This design comes from an exercise in tuning for small area and few clock cycles on the open sky130 flow, not from production work.
Only simulation tests tie the RTL to the original design; equivalence was not proved.
No activity file was given, so power comes from the tool's default toggle rates.

==> flow/design.v, too long to show whole: its modules and the start of the top module <==
// module fdcw_dissect: 180 lines
// module fdcw_utf8_check: 24 lines
// module fdcw_dotted: 1506 lines
module fdcw_dissect (
    input  wire         clk,
    input  wire         rst,
    input  wire         in_valid,
    output wire         in_ready,
    input  wire [7:0]   in_data,
    input  wire         in_last,
    input  wire         in_t,
    output reg          out_valid,
    input  wire         out_ready,
    output wire [7:0]   st,
    output wire         eth_valid,
    output wire         ip4_valid,
    output wire [2:0]   xpt,
    output wire [1:0]   txt_tag,
    output wire [7:0]   pay_off,
    output wire [47:0]  eth_dst,
    output wire [47:0]  eth_src,
    output wire [15:0]  ethertype,
    output wire [3:0]   ip_version,
    output wire [5:0]   ip_hlen,
    output wire [7:0]   ip_ttl,
    output wire [7:0]   ip_proto,
    output wire [31:0]  ip_src,
    output wire [31:0]  ip_dst,
    output wire [119:0] ip_src_str,
    output wire [3:0]   ip_src_len,
    output wire [119:0] ip_dst_str,
    output wire [3:0]   ip_dst_len,
    output wire [15:0]  sport,
    output wire [15:0]  dport,
    output wire [31:0]  tcp_seq,
    output wire [31:0]  tcp_ack,
    output wire [5:0]   tcp_flags,
    output wire [15:0]  udp_size,
    output wire [7:0]   icmp_type,
    output wire [7:0]   icmp_code,
    output wire [15:0]  icmp_csum
);
  // ...
==> flow/flow/run.sh <==
#!/bin/bash
# The standard layout (standard.sh runs ORFS with the standard flow's config), with two
# changes: the port buffers are the smallest buffer cell, and the clock tree
# uses small clkbuf_4 cluster buffers and no dummy loads.
export BUFFER_PORTS_ARGS="-buffer_cell sky130_fd_sc_hd__buf_1"
export CTS_ARGS="-sink_clustering_enable -repair_clock_nets -dont_use_dummy_load -buf_list sky130_fd_sc_hd__clkbuf_4 -sink_clustering_size 8 -sink_clustering_max_diameter 50"
bash standard.sh > standard.log 2>&1
==> flow/standard.sh <==
#!/bin/bash
# synth_recipe.tcl (not shown) runs the flow's synth.tcl, then flattens the netlist and writes it again
# the make line also repeats each setting of config.mk as NAME=value (left out here)
make -C /OpenROAD-flow-scripts/flow DESIGN_CONFIG=/design/flow/config.mk WORK_HOME=/design/flow/orfs CLKGATE_MAP_FILE= SYNTH_SCRIPT=/design/flow/synth_recipe.tcl "${@:-finish}"
==> flow/config.mk <==
export PLATFORM = sky130hd
export DESIGN_NAME = fdcw_dissect
export DESIGN_NICKNAME = fdcw_dissect
export VERILOG_FILES = /design/flow/design.v
export SDC_FILE = /design/flow/constraint.sdc
export NUM_CORES = 4
export LEC_CHECK = 0
export ABC_AREA = 1
export CAP_MARGIN = 20
export CORE_MARGIN = 2
export CORE_UTILIZATION = 50
export SLEW_MARGIN = 20
==> flow/constraint.sdc <==
create_clock -name core_clock -period 14.0 [get_ports {clk}]
set_input_delay 2.8000 -clock core_clock [delete_from_list [all_inputs] [get_ports {clk}]]
set_output_delay 2.8000 -clock core_clock [all_outputs]
set_load 0.01 [all_outputs]
==> summary.md, run 1 <==
| Metric | Value |
|---|---|
| Met3 track demand over resource | 5.09% |
| Met1 Use GR | 37.9% |
| Routed wl met2 | 29.0 mm |
| GRT overflow | 0 |
| Clock network area share | 1.69% |
| Comb pwr share | 4.8% |
| Delay-heaviest family, CP | simple AND/OR/NAND/NOR gates |
| Largest Register | eth_sr |
| DRC violations left | 0 |
| ANT nets after route | 0 |
| Clock sinks | 328 |
| Most frequent CP cell | nand2_1 |
| Met1 wire length | 24.8 mm |
| Gpl congestion | 0.941 |
| HP Class | reg2reg |
| Area share of fa/ha/maj cells after synthesis | 3.70% |
| Synth area leaders | edfxtp_1 (48%), nand2_1 (7.3%), inv_1 (6.0%) |
| Placed instance count | 3149 |
| Signal inverters | 359 |
| Combinational family with the most area after synthesis | simple AND/OR/NAND/NOR gates |
| CLK BUF | 50 |
| Number of non-clock buffers | 563 |
| Vias | 17400 |
| Area Overhead vs Synth | 12.0% |
| Fillcell total | 3680 |
| Commonest cells after routing, fill and taps aside | buf_1 (555), nand2_1 (385), edfxtp_1 (319), inv_1 (316), nor2_1 (155) |
| Status | no timing/DRC/antenna violations |
| Hold Path End | eth_sr[64] |
| Detailed Place HPWL | 47.3 mm |
| Syn_area_per_cell | 9.24 um^2 |
| Max Cap Viol | 0 |
| DP Area | 0.0218 mm^2 |
| Met3 WL post-DR | 5.35 mm |
| CP Launch Point | ip_sr[63] |
| Critical Path Stages | 29 |
| TAP cells | 518 |
| Switch Pwr | 375 uW |
| Fin crit share | 63.1% |
| Final non-clock buffer share | 9.76% |
| Area of the multi-input gates | 0.00786 mm^2 |
| Cts hold-fix bufs | 0 |
| CP Class | reg2out |
Testbench counts, summed over its fixed seeds: cycles 190,450.
==> inputs of run 2 (changes only) <==
==> flow/flow/run.sh (replaced) <==
#!/bin/bash
# The standard layout (standard.sh: ORFS with the standard flow's config and synthesis),
# with three changes:
#  - ABC maps the logic for area (flow/abc_area.script replaces ORFS's
#    abc_area.script in a copy of ORFS's scripts folder); registers are
#    mapped before ABC runs, so they are the standard synthesis's;
#  - the port buffers are the smallest buffer cell;
#  - the clock tree uses small clkbuf_4 cluster buffers and no dummy loads.
set -e
rm -rf scripts_area
cp -r "$FLOW_HOME/scripts" scripts_area
cp flow/abc_area.script scripts_area/abc_area.script
export SCRIPTS_DIR="$PWD/scripts_area"
export BUFFER_PORTS_ARGS="-buffer_cell sky130_fd_sc_hd__buf_1"
export CTS_ARGS="-sink_clustering_enable -repair_clock_nets -dont_use_dummy_load -buf_list sky130_fd_sc_hd__clkbuf_4 -sink_clustering_size 7 -sink_clustering_max_diameter 40"
bash standard.sh > standard.log 2>&1
==> flow/flow/abc_area.script (new file) <==
strash
&get -n
&deepsyn -T 60
&put
dch -f
map -a
topo
stime -c
--- a/flow/config.mk
+++ b/flow/config.mk
@@ -10,3 +10,3 @@
 export CORE_MARGIN = 2
-export CORE_UTILIZATION = 50
+export CORE_UTILIZATION = 65
 export SLEW_MARGIN = 20
==> run 2 against run 1 <==
Net effect:
- the flow now stops in 3_2_place_iop
- synthesized cell count decreased by 11%
- synthesized area fell by 8.5%
==> summary.md, run 2 <==
| Metric | Value |
|---|---|
| Synth area leaders | edfxtp_1 (53%), clkinv_1 (7.6%), buf_4 (5.8%) (was edfxtp_1 (48%), nand2_1 (7.3%), inv_1 (6.0%)) |
| Distinct cells, synth | 36 (was 61) |
| Post-synth top flop | edfxtp_1 (unchanged) |
| Status | stopped before the end (was no timing/DRC/antenna violations) |
| Error | [ERROR PPL-0024] Number of IO pins (639) exceeds maximum number of available positions (612). Increase the die perimeter from 683.60um to 869.04um. |
| FFs w/ async S/R, synth | 0% (unchanged) |
| Mapped Cells | 1905 (was 2141) |
| Rows | 61 (was 72) |
| #FFs+latches synth | 328 (unchanged) |
| Failed at | 3_2_place_iop |
| Post-synthesis sequential area ratio | 53.9% (was 49.3%) |
| Post-synth EDFFs | 319 (unchanged) |
| Post-synth top cells | clkinv_1 (368), edfxtp_1 (319), nor2_1 (242) (was nand2_1 (385), edfxtp_1 (319), inv_1 (316)) |
| Post-Syn Area | 0.0181 mm^2 (was 0.0198 mm^2) |
| Most frequent cell after synthesis | clkinv_1 (was nand2_1) |
| Synth top area share | 52.9% (was 48.4%) |
| Die W | 171 um (was 203 um) |
| Starting Density | 65.5% (was 51.0%) |
| Largest area contributor in the netlist | edfxtp_1 (unchanged) |
| Syn_area_per_cell | 9.50 um^2 (was 9.24 um^2) |
| Die H | 171 um (was 203 um) |
| Ys Warns | 2 (unchanged) |
[run 2: cell types whose count changed after synthesis, sizes merged, moves of 19 or more]
cell and delta:
nand3 -103, o2111ai -19, nor2 +47, clkinv +364, inv -355, nand2 -256, nand4 -19, a21oi +52
[run 2: cell families after synthesis]
group	share of synthesized area (%)
XOR/XNOR	0.677
AND/OR/NAND/NOR	12.8
flip-flops	53.9
other	0.0415
adder cells (fa/ha/maj)	4.05
buffers and inverters	13.4
AO/OA/AOI/OAI	15.1
==> module fdcw_dissect, before the edit <==
module fdcw_dissect (
    input  wire         clk,
    input  wire         rst,
    input  wire         in_valid,
    output wire         in_ready,
    input  wire [7:0]   in_data,
    input  wire         in_last,
    input  wire         in_t,
    output reg          out_valid,
    input  wire         out_ready,
    output wire [7:0]   st,
    output wire         eth_valid,
    output wire         ip4_valid,
    output wire [2:0]   xpt,
    output wire [1:0]   txt_tag,
    output wire [7:0]   pay_off,
    output wire [47:0]  eth_dst,
    output wire [47:0]  eth_src,
    output wire [15:0]  ethertype,
    output wire [3:0]   ip_version,
    output wire [5:0]   ip_hlen,
    output wire [7:0]   ip_ttl,
    output wire [7:0]   ip_proto,
    output wire [31:0]  ip_src,
    output wire [31:0]  ip_dst,
    output wire [119:0] ip_src_str,
    output wire [3:0]   ip_src_len,
    output wire [119:0] ip_dst_str,
    output wire [3:0]   ip_dst_len,
    output wire [15:0]  sport,
    output wire [15:0]  dport,
    output wire [31:0]  tcp_seq,
    output wire [31:0]  tcp_ack,
    output wire [5:0]   tcp_flags,
    output wire [15:0]  udp_size,
    output wire [7:0]   icmp_type,
    output wire [7:0]   icmp_code,
    output wire [15:0]  icmp_csum
);
    localparam [2:0] XPT_NONE = 3'd0, XPT_ICMP = 3'd1, XPT_TCP = 3'd2,
                     XPT_UDP = 3'd3, XPT_UNKNOWN = 3'd4;
    localparam [1:0] TXT_NONE = 2'd0, TXT_TEXT = 2'd1, TXT_BINARY = 2'd2;
    reg  [7:0]  pos;
    reg         t_bit;
    reg  [111:0] eth_sr;         
    reg  [7:0]  ip_vh;           
    reg  [79:0] ip_sr;           
    reg  [31:0] x0_sr;           
    reg  [31:0] x1_sr;           
    reg  [31:0] x2_sr;           
    reg  [3:0]  doff_r;          
    reg  [5:0]  tflg_r;          
    assign in_ready = !out_valid || out_ready;
    wire take = in_valid && in_ready;
    wire body = take && !out_valid;      
    wire [3:0]  hl_c = (pos == 8'd14) ? 4'd0 : ip_vh[3:0];
    wire [8:0]  rel  = {1'b0, pos} - {3'd0, hl_c, 2'b10} - 9'd12;   
    wire        rneg = rel[8];
    always @(posedge clk) begin
        if (rst) begin
            pos       <= 8'd0;
            out_valid <= 1'b0;
        end else begin
            if (take) begin
                if (out_valid)
                    pos <= 8'd1;
                else if (pos != 8'hFF)
                    pos <= pos + 8'd1;
                out_valid <= in_last;
            end else if (out_valid && out_ready) begin
                pos       <= 8'd0;
                out_valid <= 1'b0;
            end
        end
    end
    always @(posedge clk) begin
        if (take) begin
            t_bit <= in_t;
            if (out_valid || pos < 8'd14)
                eth_sr <= {eth_sr[103:0], in_data};
        end
        if (body) begin
            if (pos == 8'd14)
                ip_vh <= in_data;
            if (pos == 8'd22 || pos == 8'd23 || (pos >= 8'd26 && pos <= 8'd33))
                ip_sr <= {ip_sr[71:0], in_data};
            if (rel[8:2] == 7'd0) x0_sr <= {x0_sr[23:0], in_data};
            if (rel[8:2] == 7'd1) x1_sr <= {x1_sr[23:0], in_data};
            if (rel[8:2] == 7'd2) x2_sr <= {x2_sr[23:0], in_data};
            if (rel == 9'd12) doff_r <= in_data[7:4];
            if (rel == 9'd13) tflg_r <= in_data[5:0];
        end
    end
    wire restart0 = (rel == 9'd12 && in_data[7:4] == 4'd3) ||
                    (rel[8:6] == 3'd0 && rel[5:2] == doff_r && rel[1:0] == 2'd0 &&
                     doff_r[3:2] != 2'd0);
    wire b_k   = (in_data[7:6] == 2'b10);                
    wire b_k8  = b_k && (in_data[5:4] == 2'b00);         
    wire b_k9  = b_k && (in_data[5:4] == 2'b01);         
    wire b_kab = b_k && in_data[5];                      
    reg  [3:0] lead;
    always @(*) begin
        casez (in_data)
            8'b0???????: lead = 4'b00_00;
            8'b1100000?: lead = 4'b00_11;                
            8'b110?????: lead = 4'b01_00;                
            8'b11100000: lead = 4'b10_01;                
            8'b11101101: lead = 4'b10_10;                
            8'b1110????: lead = 4'b10_00;                
            8'b11110000: lead = 4'b11_01;                
            8'b11110100: lead = 4'b11_10;                
            8'b111100??: lead = 4'b11_00;                
            default:     lead = 4'b00_11;                
        endcase
    end
    wire [3:0] c0_q, c4_q, c8_q;
    fdcw_utf8_check u0 (.clk(clk), .take(take), .clr(out_valid || rneg),
                        .restart(restart0), .lead(lead), .k(b_k), .k8(b_k8),
                        .k9(b_k9), .kab(b_kab), .q(c0_q));
    fdcw_utf8_check u4 (.clk(clk), .take(take), .clr(out_valid || rneg || rel[7:2] == 6'd0),
                        .restart(1'b0), .lead(lead), .k(b_k), .k8(b_k8),
                        .k9(b_k9), .kab(b_kab), .q(c4_q));
    fdcw_utf8_check u8 (.clk(clk), .take(take), .clr(out_valid || rneg || rel[7:3] == 5'd0),
                        .restart(1'b0), .lead(lead), .k(b_k), .k8(b_k8),
                        .k9(b_k9), .kab(b_kab), .q(c8_q));
    wire ok0 = (c0_q == 4'd0);
    wire ok4 = (c4_q == 4'd0);
    wire ok8 = (c8_q == 4'd0);
    wire [7:0] proto  = ip_sr[71:64];
    wire       is_ip4 = (eth_sr[15:0] == 16'h0800);
    wire       e1     = (pos < 8'd14);
    wire       e2     = (pos < 8'd34) || rneg;
    wire       lt4    = rneg || rel[7:2] == 6'd0;
    wire       lt8    = rneg || rel[7:3] == 5'd0;
    wire       lt14   = rneg || rel[7:0] < 8'd14;
    wire       clamp  = ({2'b00, doff_r, 2'b00} >= rel[7:0]);
    wire       p1     = (proto == 8'd1);
    wire       p6     = (proto == 8'd6);
    wire       p17    = (proto == 8'd17);
    wire       ip_hdr = !e1 && is_ip4;               
    wire       ip_ok  = ip_hdr && !e2;
    wire       e3     = ip_ok && ((p1 && lt4) || (p6 && lt14) || (p17 && lt8));
    wire       x_icmp = ip_ok && p1 && !lt4;
    wire       x_tcp  = ip_ok && p6 && !lt14;
    wire       x_udp  = ip_ok && p17 && !lt8;
    wire       x_unk  = ip_ok && !p1 && !p6 && !p17;
    wire       tclamp = x_tcp && clamp;
    wire       okk    = x_icmp ? ok4 : x_udp ? ok8 :
                        (doff_r == 4'd1) ? ok4 : (doff_r == 4'd2) ? ok8 : ok0;
    wire       chk    = t_bit && (x_icmp || x_tcp || x_udp);
    wire [3:0] kk     = p1 ? 4'd1 : p17 ? 4'd2 : p6 ? doff_r : 4'd0;
    wire [5:0] pw     = {2'b00, ip_vh[3:0]} + {2'b00, kk} + 6'd3;
    assign st        = {2'b00, e1 ? 3'd1 : (ip_hdr && e2) ? 3'd2 : e3 ? 3'd3 : 3'd0,
                        2'b00, e1 || (ip_hdr && e2) || e3};
    assign eth_valid = !e1;
    assign ip4_valid = ip_ok;
    assign xpt       = {x_unk, x_tcp || x_udp, x_icmp || x_udp};
    assign txt_tag   = chk ? ((tclamp || okk) ? TXT_TEXT : TXT_BINARY) : TXT_NONE;
    assign pay_off   = tclamp ? pos : is_ip4 ? {pw, 2'b10} : 8'd14;
    assign eth_dst   = eth_sr[111:64];
    assign eth_src   = eth_sr[63:16];
    assign ethertype = eth_sr[15:0];
    assign ip_version = ip_vh[7:4];
    assign ip_hlen    = {ip_vh[3:0], 2'b00};
    assign ip_ttl     = ip_sr[79:72];
    assign ip_proto   = ip_sr[71:64];
    assign ip_src     = ip_sr[63:32];
    assign ip_dst     = ip_sr[31:0];
    fdcw_dotted src_fmt (.a(ip_src), .str(ip_src_str), .len(ip_src_len));
    fdcw_dotted dst_fmt (.a(ip_dst), .str(ip_dst_str), .len(ip_dst_len));
    assign sport     = x0_sr[31:16];
    assign dport     = x0_sr[15:0];
    assign tcp_seq   = x1_sr;
    assign tcp_ack   = x2_sr;
    assign tcp_flags = tflg_r;
    assign udp_size  = x1_sr[15:0];
    assign icmp_type = x0_sr[31:24];
    assign icmp_code = x0_sr[23:16];
    assign icmp_csum = x0_sr[15:0];
endmodule
==> module fdcw_utf8_check, before the edit <==
module fdcw_utf8_check (
    input  wire       clk,
    input  wire       take,
    input  wire       clr,
    input  wire       restart,
    input  wire [3:0] lead,      
    input  wire       k,         
    input  wire       k8,        
    input  wire       k9,        
    input  wire       kab,       
    output reg  [3:0] q
);
    wire [1:0] need = restart ? 2'd0 : q[3:2];
    wire [1:0] sub  = restart ? 2'd0 : q[1:0];
    wire       c_ok = k && (sub == 2'b00 ||
                            (sub == 2'b01 && (need[0] ? (k9 || kab) : kab)) ||
                            (sub == 2'b10 && (need[0] ? k8 : (k8 || k9))));
    wire [3:0] ns = (need == 2'd0) ? ((sub == 2'b11) ? 4'b00_11 : lead)
                                   : (c_ok ? {need - 2'd1, 2'b00} : 4'b00_11);
    always @(posedge clk) begin
        if (take)
            q <= clr ? 4'd0 : ns;
    end
endmodule
==> inputs of run 3 (changes only) <==
--- a/flow/design.v
+++ b/flow/design.v
@@ -103,12 +103,12 @@
         casez (in_data)
-            8'b0???????: lead = 4'b00_00;
-            8'b1100000?: lead = 4'b00_11;                
-            8'b110?????: lead = 4'b01_00;                
-            8'b11100000: lead = 4'b10_01;                
-            8'b11101101: lead = 4'b10_10;                
-            8'b1110????: lead = 4'b10_00;                
-            8'b11110000: lead = 4'b11_01;                
-            8'b11110100: lead = 4'b11_10;                
-            8'b111100??: lead = 4'b11_00;                
-            default:     lead = 4'b00_11;                
+            8'b0???????: lead = 4'b0_000;
+            8'b1100000?: lead = 4'b1_000;                
+            8'b110?????: lead = 4'b0_001;                
+            8'b11100000: lead = 4'b0_100;                
+            8'b11101101: lead = 4'b0_101;                
+            8'b1110????: lead = 4'b0_010;                
+            8'b11110000: lead = 4'b0_110;                
+            8'b11110100: lead = 4'b0_111;                
+            8'b111100??: lead = 4'b0_011;                
+            default:     lead = 4'b1_000;                
         endcase
@@ -192,9 +192,22 @@
 );
-    wire [1:0] need = restart ? 2'd0 : q[3:2];
-    wire [1:0] sub  = restart ? 2'd0 : q[1:0];
-    wire       c_ok = k && (sub == 2'b00 ||
-                            (sub == 2'b01 && (need[0] ? (k9 || kab) : kab)) ||
-                            (sub == 2'b10 && (need[0] ? k8 : (k8 || k9))));
-    wire [3:0] ns = (need == 2'd0) ? ((sub == 2'b11) ? 4'b00_11 : lead)
-                                   : (c_ok ? {need - 2'd1, 2'b00} : 4'b00_11);
+    wire       bad = restart ? 1'b0 : q[3];
+    wire [2:0] e   = restart ? 3'd0 : q[2:0];
+    reg        c_ok;
+    reg  [2:0] ne;
+    always @(*) begin
+        case (e)
+            3'b100:  c_ok = kab;
+            3'b101:  c_ok = k8 || k9;
+            3'b110:  c_ok = k9 || kab;
+            3'b111:  c_ok = k8;
+            default: c_ok = k;
+        endcase
+        case (e)
+            3'b001:                 ne = 3'b000;
+            3'b010, 3'b100, 3'b101: ne = 3'b001;
+            default:                ne = 3'b010;     
+        endcase
+    end
+    wire [3:0] ns = (e == 3'd0) ? {bad || lead[3], lead[2:0]}
+                                : {bad || !c_ok, ne};
     always @(posedge clk) begin
--- a/flow/config.mk
+++ b/flow/config.mk
@@ -10,3 +10,3 @@
 export CORE_MARGIN = 2
-export CORE_UTILIZATION = 65
+export CORE_UTILIZATION = 58
 export SLEW_MARGIN = 20
==> run 3 against run 2 <==
Net effect:
- synthesized area decreased by 0.18%
- synthesized cell count fell by 0.37%
- the run now finishes clean
==> summary.md, run 3 <==
| Metric | Value |
|---|---|
| Reg clk slew, reported paths | 0.07 ns |
| Design Area, Final | 0.0205 mm^2 |
| Worst endpoint required time | 11.20 ns |
| Fmax | 0.0811 GHz |
| GRT Util Overall | 38.2% |
| Vias/cell | 5.97 |
| Worst hold margin | 0.432 ns |
| Cts repair resizes | 0 |
| # setup viols final | 0 |
| Fin crit share | 88.1% |
| Post-Syn Area | 0.0181 mm^2 (about the same) |
| Worst rel slew slack | 27.2% |
| Drt first pass iters | 5 |
| Fillcell total | 2489 |
| Layout net count | 2535 |
| CP max FO | 8 |
| Pin count of the biggest net entering global routing | 83 |
| N_diodes | 0 |
| CTS root buf | clkbuf_4 |
| Pwr Total | 1.69 mW |
| Largest Register | eth_sr |
| Max incr delay on CP | 0.51 ns |
| #FFs+latches synth | 328 (unchanged) |
| CTS tree | built |
| Clock sinks | 328 |
| Final WL | 64.4 mm |
| Vias | 17100 |
| Delay-heaviest family, CP | simple AND/OR/NAND/NOR gates |
| Rows | 64 (was 61) |
| Layout Cells excl Fill | 2860 |
| Post-synthesis sequential area ratio | 54.0% (was 53.9%) |
| CTS Buffer Depth | 3 |
| Die H | 181 um (was 171 um) |
| Post-synth top flop | edfxtp_1 (unchanged) |
| Placed instance count | 2800 |
| Biggest regs | eth_sr (112), ip_sr (80) |
| Clock latency (worst-skew pair) | 0.76 ns |
| Ys Warns | 2 (unchanged) |
| Distinct cells, synth | 41 (was 36) |
| Core area | 0.0307 mm^2 |
| ANT nets after route | 0 |
| Gpl congestion | 1.09 |
| Commonest cells after routing, fill and taps aside | buf_1 (555), clkinv_1 (373), edfxtp_1 (319), nor2_1 (248), nand2_1 (189) |
| Critical Path Sink Type | primary output |
| Die area | 0.0326 mm^2 |
| HP Class | reg2reg |
| Layout cells sized above 1 | 3.53% |
| Max reg flops | 112 |
| Final Hold Vio Count | 0 |
| Detailed Place HPWL | 50.0 mm |
| Num CTS Buffers | 58 |
| Syn_area_per_cell | 9.52 um^2 (was 9.50 um^2) |
| Post-synth top cells | clkinv_1 (373), edfxtp_1 (319), nor2_1 (249) (was clkinv_1 (368), edfxtp_1 (319), nor2_1 (242)) |
| PD cells | 82.3 mW/mm^2 |
| Pleak | 7.02 nW |
| Slowest CP cell | edfxtp_1 |
| Area of the multi-input gates | 0.00620 mm^2 |
| H-tree levels | 2 |
| Storage element area | 0.00976 mm^2 |
| Most frequent cell after synthesis | clkinv_1 (unchanged) |
| Starting Density | 58.9% (was 65.5%) |
| Starting DRT DRC Count | 1989 |
| CP Class | reg2out |
| CP arrival | 9.54 ns |
| Commonest non-fill, non-tap cell in the layout | buf_1 |
| DP Area | 0.0200 mm^2 |
| Post-CTS setup buffers | 0 |
| Total negative slack | 0 ns |
| Die W | 181 um (was 171 um) |
| WP buf/inv | 12 |
| Post-synth EDFFs | 319 (unchanged) |
| Synth area leaders | edfxtp_1 (53%), clkinv_1 (7.7%), buf_4 (5.8%) (was edfxtp_1 (53%), clkinv_1 (7.6%), buf_4 (5.8%)) |
| Global-route wire length before repair | 96.0 mm |
| GRT overflow | 0 |
| Area Overhead vs Synth | 13.5% |
| Max Cap Viol | 0 |
| Pins Over Slew Limit | 0 |
| RSZ-0062 raised after global routing | false |
| DP Worst Slack | 2.68 ns |
| Synth top area share | 53.0% (was 52.9%) |
| Fin crit period | 12.34 ns |
| Most frequent CP cell | clkinv_1 |
| PortBufs | 555 |
| Mapped Cells | 1898 (was 1905) |
| Core Util, Final | 66.9% |
| Worst setup margin | 1.66 ns |
| Final clock skew | 0.131 ns |
| Worst-Margin Slew | 1.09 ns |
| Initial antenna violation count | 0 |
| Vias in the first global route | 16100 |
| DR WL/cell | 22.5 um |
| FFs w/ async S/R, synth | 0% (unchanged) |
| DRC violations left | 0 |
| Largest area contributor in the netlist | edfxtp_1 (unchanged) |
| Cts hold-fix bufs | 0 |
| I/O pin total | 639 |
| Peak VDD IR | 0.0811 mV |
| Critical path startpoint category | flop |
| Status | no timing/DRC/antenna violations (was stopped before the end) |
run 3: changes by cell type after synthesis, sizes merged, moves of 5 or more:
cell    previous run  this run
o221ai            52        66
o211ai            20        15
o21ai             93        83
a22oi             30        21
clkinv           368       373
nor2             242       249
run 3: power by group:
group,switching (mW),internal [mW]
Combinational,0.0620,0.0155
Sequential,0.0142,1.10
Clock,0.310,0.188
run 3: final cells by class:
class	count	area share [%]
inverters	373	6.83
flip-flops and latches	328	47.6
well taps	396	2.42
repair buffers	567	10.8
clock buffers	58	2.12
multi-input cells	1138	30.2
run 3: worst paths after layout:
check / from / slack (ns) / cells after the start / end
min: x2_sr[18] / 0.43 / 0 / x2_sr[26]
max: ip_sr[47] / 1.66 / 40 / ip_src_str[50]
min reg2reg: x2_sr[18] / 0.43 / 0 / x2_sr[26]
max reg2reg: pos[3] / 8.75 / 22 / x1_sr[19]
run 3: cell families after synthesis:
family / synth area share (%)
AND/OR/NAND/NOR: 12.7
buffers and inverters: 13.6
AO/OA/AOI/OAI: 15.2
flip-flops: 54.0
adder cells (fa/ha/maj): 3.85
XOR/XNOR: 0.678
other: 0.0416
run 3: layer usage:
metal	global-route usage, %	routed length (um)	vias to the layer above
met5	0	0	-
met4	20.9	4020	0
met3	9.76	7450	205
met2	61.0	29500	1243
met1	47.8	23400	8036
li1	-	-	7576
Testbench counts of run 3, summed over its fixed seeds: cycles 190,450.
==> inputs of run 4 (changes only) <==
--- a/flow/flow/run.sh
+++ b/flow/flow/run.sh
@@ -3,3 +3,3 @@
 # with three changes:
-#  - ABC maps the logic for area (flow/abc_area.script replaces ORFS's
+#  - ABC maps the logic for area (deepsyn, then amap; flow/abc_area.script replaces ORFS's
 #    abc_area.script in a copy of ORFS's scripts folder); registers are
==> flow/flow/abc_area.script (replaced) <==
strash
&get -n
&deepsyn -T 60
&put
dch -f
amap -F 4 -A 8
topo
stime -c
==> run 4 against run 3 <==
Net effect:
- the flow now stops in 3_2_place_iop
- synthesized cell count down 10%
- synthesized area down 2.7%
==> summary.md, run 4 <==
| Metric | Value |
|---|---|
| #FFs+latches synth | 328 (unchanged) |
| Failed at | 3_2_place_iop |
| Compound-Gate Fraction of Synth Area | 18.0% (was 15.2%) |
| Post-synth top cells | edfxtp_1 (319), clkinv_1 (253), nor2_1 (248) (was clkinv_1 (373), edfxtp_1 (319), nor2_1 (249)) |
| Synth top area share | 54.5% (was 53.0%) |
| Post-synth EDFFs | 319 (unchanged) |
| Mux contribution to synthesized area | 0% (unchanged) |
| Post-synth top flop | edfxtp_1 (unchanged) |
| Most frequent cell after synthesis | edfxtp_1 (was clkinv_1) |
| Starting Density | 59.2% (was 58.9%) |
| Distinct cells, synth | 51 (was 41) |
| Post-synthesis xor/xnor area fraction | 0% (was 0.678%) |
| Mapped Cells | 1706 (was 1898) |
| Combinational family with the most area after synthesis | compound AO/OA/AOI/OAI gates (unchanged) |
| Rows | 63 (was 64) |
| Syn_area_per_cell | 10.3 um^2 (was 9.52 um^2) |
| Die H | 178 um (was 181 um) |
| Simple-gate share of the synthesized area | 11.1% (was 12.7%) |
| Error | [ERROR PPL-0024] Number of IO pins (639) exceeds maximum number of available positions (638). Increase the die perimeter from 712.48um to 869.04um. |
| Post-Syn Area | 0.0176 mm^2 (was 0.0181 mm^2) |
| Die W | 178 um (was 181 um) |
| Synth area leaders | edfxtp_1 (54%), buf_4 (6.0%), clkinv_1 (5.4%) (was edfxtp_1 (53%), clkinv_1 (7.7%), buf_4 (5.8%)) |
| Post-synthesis sequential area ratio | 55.5% (was 54.0%) |
| Largest area contributor in the netlist | edfxtp_1 (unchanged) |
| Status | stopped before the end (was no timing/DRC/antenna violations) |
| Ys Warns | 2 (unchanged) |
| Area share of fa/ha/maj cells after synthesis | 3.96% (was 3.85%) |
| FFs w/ async S/R, synth | 0% (unchanged) |
[run 4: cell count changes after synthesis, sizes merged, moves of 11 or more]
cell    change
a222oi     +25
o22ai      +11
a221oi     -12
clkinv    -120
o21ai      +58
a21oi      -49
nand2     -112
nand3      -39
nor2b      +17
xor2       -13
[run 4: logic make-up after synthesis]
group,after synthesis
buffers and inverters,393
flip-flops,328
AND/OR/NAND/NOR,449
AO/OA/AOI/OAI,479
other,2
adder cells (fa/ha/maj),55
==> inputs of run 5 (changes only) <==
--- a/flow/flow/run.sh
+++ b/flow/flow/run.sh
@@ -2,6 +2,8 @@
 # The standard layout (standard.sh: ORFS with the standard flow's config and synthesis),
-# with three changes:
-#  - ABC maps the logic for area (deepsyn, then amap; flow/abc_area.script replaces ORFS's
-#    abc_area.script in a copy of ORFS's scripts folder); registers are
-#    mapped before ABC runs, so they are the standard synthesis's;
+# with these changes:
+#  - ABC maps the logic for area: deepsyn, then amap (flow/abc_area.script
+#    replaces ORFS's abc_area.script in a copy of ORFS's scripts folder);
+#    registers are mapped before ABC runs, so they are the standard
+#    synthesis's;
+#  - no adder extraction (ADDER_MAP_FILE empty), so ABC maps adders too;
 #  - the port buffers are the smallest buffer cell;
@@ -13,2 +15,3 @@
 export SCRIPTS_DIR="$PWD/scripts_area"
+export ADDER_MAP_FILE=
 export BUFFER_PORTS_ARGS="-buffer_cell sky130_fd_sc_hd__buf_1"
--- a/flow/config.mk
+++ b/flow/config.mk
@@ -9,4 +9,4 @@
 export CAP_MARGIN = 20
-export CORE_MARGIN = 2
-export CORE_UTILIZATION = 58
+export CORE_AREA = 2.5 2.5 227.5 137.5
+export DIE_AREA = 0 0 230 140
 export SLEW_MARGIN = 20
==> run 5 against run 4 <==
Net effect:
- the run now finishes clean
- synthesized area is 2.6% lower
- synthesized cell count is 1.6% lower
==> summary.md, run 5 <==
| Metric | Value |
|---|---|
| Status | no timing/DRC/antenna violations (was stopped before the end) |
| Worst rel slew slack | 22.1% |
| Initial antenna violation count | 1 |
| CTS Buffer Depth | 3 |
| Starting Density | 57.2% (was 59.2%) |
| Fmax | 0.0757 GHz |
| Area of the multi-input gates | 0.00587 mm^2 |
| Pin count of the biggest net entering global routing | 81 |
| Die H | 140 um (was 178 um) |
| PD cells | 85.0 mW/mm^2 |
| Worst setup margin | 0.793 ns |
| Commonest non-fill, non-tap cell in the layout | buf_1 |
| Peak VDD IR | 0.0769 mV |
| Layout net count | 2268 |
| Vias | 16400 |
| Critical Path Sink Type | primary output |
| Pleak | 6.33 nW |
| Pwr Total | 1.67 mW |
| DP Worst Slack | 1.73 ns |
| I/O pin total | 639 |
| Max Cap Viol | 0 |
| Synth area leaders | edfxtp_1 (56%), buf_4 (6.1%), nor2_1 (6.0%) (was edfxtp_1 (54%), buf_4 (6.0%), clkinv_1 (5.4%)) |
| Worst-Margin Slew | 1.16 ns |
| CP Class | reg2out |
| Fillcell total | 2458 |
| Worst endpoint required time | 11.20 ns |
| Drt first pass iters | 7 |
| Vias in the first global route | 14800 |
| ANT nets after route | 0 |
| Detailed Place HPWL | 45.7 mm |
| Cts hold-fix bufs | 0 |
| Delay-heaviest family, CP | compound AO/OA/AOI/OAI gates |
| H-tree levels | 2 |
| FFs w/ async S/R, synth | 0% (unchanged) |
| Final WL | 59.1 mm |
| Clock latency (worst-skew pair) | 0.68 ns |
| Fin crit period | 13.21 ns |
| Cts repair resizes | 0 |
| Max incr delay on CP | 0.83 ns |
| Mapped Cells | 1678 (was 1706) |
| WP buf/inv | 10 |
| Core area | 0.0299 mm^2 |
| PortBufs | 555 |
| Slowest CP cell | a222oi_1 |
| Post-synth EDFFs | 319 (unchanged) |
| Pins Over Slew Limit | 0 |
| Commonest cells after routing, fill and taps aside | buf_1 (555), edfxtp_1 (319), nor2_1 (273), clkinv_1 (210), o21ai_0 (114) |
| #FFs+latches synth | 328 (unchanged) |
| RSZ-0062 raised after global routing | false |
| CP max FO | 10 |
| Storage element area | 0.00976 mm^2 |
| Gpl congestion | 1.03 |
| GRT overflow | 0 |
| CTS root buf | clkbuf_4 |
| Area Overhead vs Synth | 14.4% |
| DRC violations left | 0 |
| Global-route wire length before repair | 87.2 mm |
| DR WL/cell | 22.2 um |
| Biggest regs | eth_sr (112), ip_sr (80) |
| CP arrival | 10.41 ns |
| Clock sinks | 328 |
| Reg clk slew, reported paths | 0.09 ns |
| Layout cells sized above 1 | 3.73% |
| Fin crit share | 94.3% |
| Critical path startpoint category | flop |
| Syn_area_per_cell | 10.2 um^2 (was 10.3 um^2) |
| HP Class | reg2reg |
| Num CTS Buffers | 53 |
| Total negative slack | 0 ns |
| Final Hold Vio Count | 0 |
| Post-synth top flop | edfxtp_1 (unchanged) |
| Largest area contributor in the netlist | edfxtp_1 (unchanged) |
| CTS tree | built |
| Die area | 0.0322 mm^2 |
| Most frequent cell after synthesis | edfxtp_1 (unchanged) |
| Die W | 230 um (was 178 um) |
| Distinct cells, synth | 48 (was 51) |
| Synth top area share | 55.9% (was 54.5%) |
| Vias/cell | 6.16 |
| Post-CTS setup buffers | 0 |
| Ys Warns | 2 (unchanged) |
| Post-synthesis sequential area ratio | 57.0% (was 55.5%) |
| Final clock skew | 0.0403 ns |
| Post-synth top cells | edfxtp_1 (319), nor2_1 (273), clkinv_1 (210) (was edfxtp_1 (319), clkinv_1 (253), nor2_1 (248)) |
| Most frequent CP cell | nor2_1 |
| Rows | 49 (was 63) |
| Max reg flops | 112 |
| Starting DRT DRC Count | 2281 |
| Largest Register | eth_sr |
| Post-Syn Area | 0.0171 mm^2 (was 0.0176 mm^2) |
| # setup viols final | 0 |
| GRT Util Overall | 34.9% |
-- run 5: where the power goes --
part	internal (mW)	switching (mW)
Combinational	0.0147	0.0576
Sequential	1.10	0.0154
Clock	0.173	0.307
Total	1.29	0.380
-- run 5: area by class of cell --
cell class | instances | area share (%)
clock buffer | 53 | 2.03
sequential | 328 | 49.8
multi-input combinational | 1081 | 29.9
tap | 408 | 2.60
antenna | 1 | 0.0128
inverter | 210 | 4.02
timing repair buffer | 580 | 11.6
-- run 5: path summary, 6_finish.rpt --
path                   start             end  slack [ns]  cells after the start
setup / recovery   ip_sr[63]  ip_src_str[57]        0.79                     41
hold reg to reg   eth_sr[83]      eth_sr[91]        0.44                      0
hold / removal    eth_sr[83]      eth_sr[91]        0.44                      0
setup reg to reg      pos[1]         u0.q[3]        8.43                     25
-- run 5: kinds of logic (layout without fill, tap and decap cells) --
logic type | Yosys count | after routing | share of synthesized area (%)
AND/OR/NAND/NOR | 515 | 515 | 13.0
AO/OA/AOI/OAI | 483 | 483 | 19.2
buffers and inverters | 350 | 843 | 10.7
flip-flops | 328 | 328 | 57.0
other | 2 | 84 | 0.0439
-- run 5: worst reg2reg max path: stages, from the launching register on --
cell and delay [ns]:
dfxtp_1 0.51, clkinv_1 0.35, nor3_1 0.53, clkinv_1 0.22
nor3_1 0.37, or2_0 0.19, nand2_1 0.09, o21ai_0 0.12
o21a_1 0.20, nand2_1 0.08, nand2_1 0.09, nor2_1 0.05
nor2_1 0.11, nor2_1 0.07, a21oi_1 0.23, nand2_1 0.11
o21ai_0 0.09, o21ai_0 0.20, nor3_1 0.33, nand3_1 0.17
or3_1 0.35, o32ai_1 0.35, nor2_1 0.22, o22ai_1 0.21
a21oi_1 0.06, nor2_1 0.10
-- run 5: stage by stage --
stage	area [um^2]	util, %	hold slack, ns	std cells
after global placement	19200	64.1	0.425	2605
final	19600	65.5	0.444	2661
after detailed placement	19200	64.1	0.431	2605
after floorplan	17400	-	0.479	1759
after global routing	19600	65.5	0.445	2661
after CTS	19600	65.4	0.441	2658
-- run 5: layer usage --
metal | GRT usage (%) | up-vias | share of wire [%]
li1 | - | 7238 | -
met1 | 47.9 | 7851 | 39
met2 | 56.7 | 1174 | 47
met3 | 7.04 | 135 | 11
met4 | 11.2 | 0 | 3.6
met5 | 0 | - | 0
==> inputs of run 6 (changes only) <==
--- a/flow/flow/run.sh
+++ b/flow/flow/run.sh
@@ -9,2 +9,3 @@
 #  - the port buffers are the smallest buffer cell;
+#  - constant outputs share one tie cell per value (no repair_tie_fanout);
 #  - the clock tree uses small clkbuf_4 cluster buffers and no dummy loads.
@@ -16,2 +17,3 @@
 export ADDER_MAP_FILE=
+export SKIP_REPAIR_TIE_FANOUT=1
 export BUFFER_PORTS_ARGS="-buffer_cell sky130_fd_sc_hd__buf_1"
==> run 6 against run 5 <==
Net effect:
- wire length shrank 0.25%
- critical path depth shrank 1
- first-iteration DRC count shrank 2.8%
- utilization shrank 0.94 points
- count of clock-buffer cells in the layout is the same
- global-route usage grew 0.41 points
- combinational power shrank 2%
- cell area shrank 1.4%
- sequential share of layout area grew 0.73 points
- largest cell class unchanged
- critical endpoint is now ip_src_str[56]
==> summary.md, run 6 <==
| Metric | Value |
|---|---|
| Commonest cells after routing, fill and taps aside | buf_1 (555), edfxtp_1 (319), nor2_1 (273), clkinv_1 (210), o21ai_0 (111) (was buf_1 (555), edfxtp_1 (319), nor2_1 (273), clkinv_1 (210), o21ai_0 (114)) |
| Critical Path Sink Type | primary output (unchanged) |
| GR peak layer | met2 (unchanged) |
| Layout cells sized above 1 | 4.00% (was 3.73%) |
| Initial antenna violation count | 1 (unchanged) |
| Ys Warns | 2 (unchanged) |
| Fin crit period | 12.99 ns (was 13.21 ns) |
| CP max FO | 10 (unchanged) |
| Pint | 1.29 mW (about the same) |
| Clock latency (worst-skew pair) | 0.71 ns (was 0.68 ns) |
| Syn_area_per_cell | 10.2 um^2 (unchanged) |
| Distinct cells, synth | 48 (unchanged) |
| HP Class | reg2reg (unchanged) |
| Post-synth EDFFs | 319 (unchanged) |
| Die H | 140 um (unchanged) |
| RSZ-0062 raised after global routing | false (unchanged) |
| Net Sw Frac | 22.8% (about the same) |
| #FFs+latches synth | 328 (unchanged) |
| Pleak | 6.08 nW (was 6.33 nW) |
| FFs w/ async S/R, synth | 0% (unchanged) |
| Drt first pass iters | 13 (was 7) |
| Starting DRT DRC Count | 2216 (was 2281) |
| Worst-Margin Slew | 1.10 ns (was 1.16 ns) |
| Synth area leaders | edfxtp_1 (56%), buf_4 (6.1%), nor2_1 (6.0%) (unchanged) |
| Slowest CP cell | edfxtp_1 (was a222oi_1) |
| Register share of total power | 66.8% (about the same) |
| ANT nets after route | 0 (unchanged) |
| Worst hold stages | 0 (unchanged) |
| Placed instance count | 2526 (was 2605) |
| Max reg flops | 112 (unchanged) |
| I/O pin total | 639 (unchanged) |
| Synth top area share | 55.9% (unchanged) |
| Core area | 0.0299 mm^2 (unchanged) |
| Worst hold margin | 0.412 ns (was 0.444 ns) |
| Cts hold-fix bufs | 0 (unchanged) |
| Peak VDD IR | 0.0773 mV (was 0.0769 mV) |
| PortBufs | 555 (unchanged) |
| Detailed Place HPWL | 45.2 mm (was 45.7 mm) |
| Met2 GRT Util | 56.3% (was 56.7%) |
| Switch Pwr | 381 uW (was 380 uW) |
| Layout Cells excl Fill | 2583 (was 2661) |
| Met1 Use GR | 48.0% (was 47.9%) |
| Post-synth top flop | edfxtp_1 (unchanged) |
| Most frequent CP cell | clkinv_1 (was nor2_1) |
| Biggest regs | eth_sr (112), ip_sr (80) (unchanged) |
| Die W | 230 um (unchanged) |
| Max incr delay on CP | 0.55 ns (was 0.83 ns) |
| PD cells | 86.3 mW/mm^2 (was 85.0 mW/mm^2) |
| Final clock skew | 0.0779 ns (was 0.0403 ns) |
| Status | no timing/DRC/antenna violations (unchanged) |
| Post-synthesis sequential area ratio | 57.0% (unchanged) |
| H-tree levels | 2 (unchanged) |
| Total negative slack | 0 ns (unchanged) |
| Clock Power Share | 28.9% (was 28.8%) |
| Num CTS Buffers | 53 (unchanged) |
| GRT Util Overall | 35.4% (was 34.9%) |
| Storage element area | 0.00976 mm^2 (unchanged) |
| Die area | 0.0322 mm^2 (unchanged) |
| Fmax | 0.0770 GHz (was 0.0757 GHz) |
| Design Area, Final | 0.0193 mm^2 (was 0.0196 mm^2) |
| Final Hold Vio Count | 0 (unchanged) |
| Pins Over Slew Limit | 0 (unchanged) |
| Worst setup margin | 1.01 ns (was 0.793 ns) |
| Vias | 16200 (was 16400) |
| CTS root buf | clkbuf_4 (unchanged) |
| Area of the multi-input gates | 0.00557 mm^2 (was 0.00587 mm^2) |
| Area Overhead vs Synth | 12.8% (was 14.4%) |
| Commonest non-fill, non-tap cell in the layout | buf_1 (unchanged) |
| Critical path startpoint category | flop (unchanged) |
| Post-Syn Area | 0.0171 mm^2 (unchanged) |
| R2r worst-path depth | 25 (unchanged) |
| Pin count of the biggest net entering global routing | 81 (unchanged) |
| Most frequent cell after synthesis | edfxtp_1 (unchanged) |
| DP Worst Slack | 1.97 ns (was 1.73 ns) |
| DRC violations left | 0 (unchanged) |
| Fillcell total | 2473 (was 2458) |
| # setup viols final | 0 (unchanged) |
| Pwr Total | 1.67 mW (about the same) |
| Reg clk slew, reported paths | 0.08 ns (was 0.09 ns) |
| CP Class | reg2out (unchanged) |
| DR WL/cell | 22.8 um (was 22.2 um) |
| Final WL | 59.0 mm (was 59.1 mm) |
| Comb pwr share | 4.3% (about the same) |
| Max Cap Viol | 0 (unchanged) |
| DP Area | 0.0189 mm^2 (was 0.0192 mm^2) |
| Largest area contributor in the netlist | edfxtp_1 (unchanged) |
| CP arrival | 10.19 ns (was 10.41 ns) |
| Post-synth top cells | edfxtp_1 (319), nor2_1 (273), clkinv_1 (210) (unchanged) |
| Fin crit share | 92.8% (was 94.3%) |
| Worst endpoint required time | 11.20 ns (about the same) |
| Starting Density | 57.2% (unchanged) |
| Clock sinks | 328 (unchanged) |
| GRT overflow | 0 (unchanged) |
| Vias in the first global route | 14900 (was 14800) |
| Met3 track demand over resource | 7.84% (was 7.04%) |
| Layout net count | 2190 (was 2268) |
| Rows | 49 (unchanged) |
| Gpl congestion | 1.01 (was 1.03) |
| Global-route wire length before repair | 88.2 mm (was 87.2 mm) |
| Vias/cell | 6.28 (was 6.16) |
| Largest Register | eth_sr (unchanged) |
| CTS tree | built (unchanged) |
| CTS Buffer Depth | 3 (unchanged) |
| Core Util, Final | 64.6% (was 65.5%) |
| Worst rel slew slack | 26.4% (was 22.1%) |
| Mapped Cells | 1678 (unchanged) |
[run 6: changes by cell type in the layout (fill, tap and decap cells not counted)]
cell | previous run | this run
buf_4 | 25 | 28
o21ai_1 | 1 | 4
o21ai_0 | 114 | 111
conb_1 | 83 | 2
[run 6: cell families after synthesis]
group | Yosys count | synth area share [%]
buf+inv | 350 | 10.7
flops | 328 | 57.0
simple gates | 515 | 13.0
compound gates | 483 | 19.2
other cells | 2 | 0.0439
[run 6: power by group through the flow]
stage / sequential, mW / combinational [mW] / clock [mW]
6_report: 1.11 / 0.0710 / 0.482
5_1_grt: 1.12 / 0.0760 / 0.541
4_1_cts: 1.11 / 0.0705 / 0.489
3_5_place_dp: 1.14 / 0.0703 / 0
3_3_place_gp: 1.13 / 0.0688 / 0
2_1_floorplan: 1.14 / 0.0445 / 0
[run 6: final timing paths]
path / start / to / slack (ns)
setup / recovery: ip_sr[55] / ip_src_str[56] / 1.01
hold / removal: eth_sr[100] / eth_sr[108] / 0.41
setup reg to reg: pos[1] / u0.q[3] / 8.48
hold reg to reg: eth_sr[100] / eth_sr[108] / 0.41
[run 6: worst max-delay path, delay by kind of cell (launching register included)]
kind	cells	cell delay (ns)
compound gates	12	3.54
simple gates	17	3.07
buf+inv	11	2.34
flops	1	0.55
[run 6: layout make-up]
type | instances | share of cell area, %
flip-flops and latches | 328 | 50.5
multi-input cells | 1000 | 28.8
repair buffers | 583 | 11.9
inverters | 210 | 4.08
well taps | 408 | 2.64
clock buffers | 53 | 2.06
diodes | 1 | 0.0130
[run 6: repair_timing]
item / in CTS / in global routing
endpoints found under the setup margin: 0 / 16
gates resized for setup: 0 / 3
buffers inserted: 0 / 3
[run 6: layer usage]
| metal | vias to the layer above | wire, um |
|---|---|---|
| li1 | 7146 | - |
| met1 | 7770 | 22700 |
| met2 | 1139 | 27500 |
| met3 | 160 | 6320 |
| met4 | 0 | 2360 |
| met5 | - | 0 |

==> re-timing with driven ports <==
How much do the figures lean on ideal ports? The routed layouts below were timed once more, with nothing changed but the port constraints.
Step 1 assumes that a clkbuf_16 drives the clock port and a buf_2 every other input.
Step 2 adds t to the input delays and takes it off the output delays; t is the mean of the earliest and latest rising clock arrival at the registers after step 1. Input paths then give back, and output paths get back, about the clock's delay inside the block.
Slacks: ideal / step 1 / step 2; pairs: ideal / step 1.
run | t, ns | slack for setup (ns) | worst setup path at the end | cell pins on the clock port's net
run 1 | 0.742 | 5.167 / 5.111 / 5.853 | register to output | 1
run 3 | 0.733 | 1.665 / 1.624 / 2.357 | register to output | 1
run 5 | 0.710 | 0.793 / 0.747 / 1.457 | register to output | 1
run 6 | 0.722 | 1.014 / 0.963 / 1.685 | register to output | 1
After both steps every run listed still meets setup and hold.
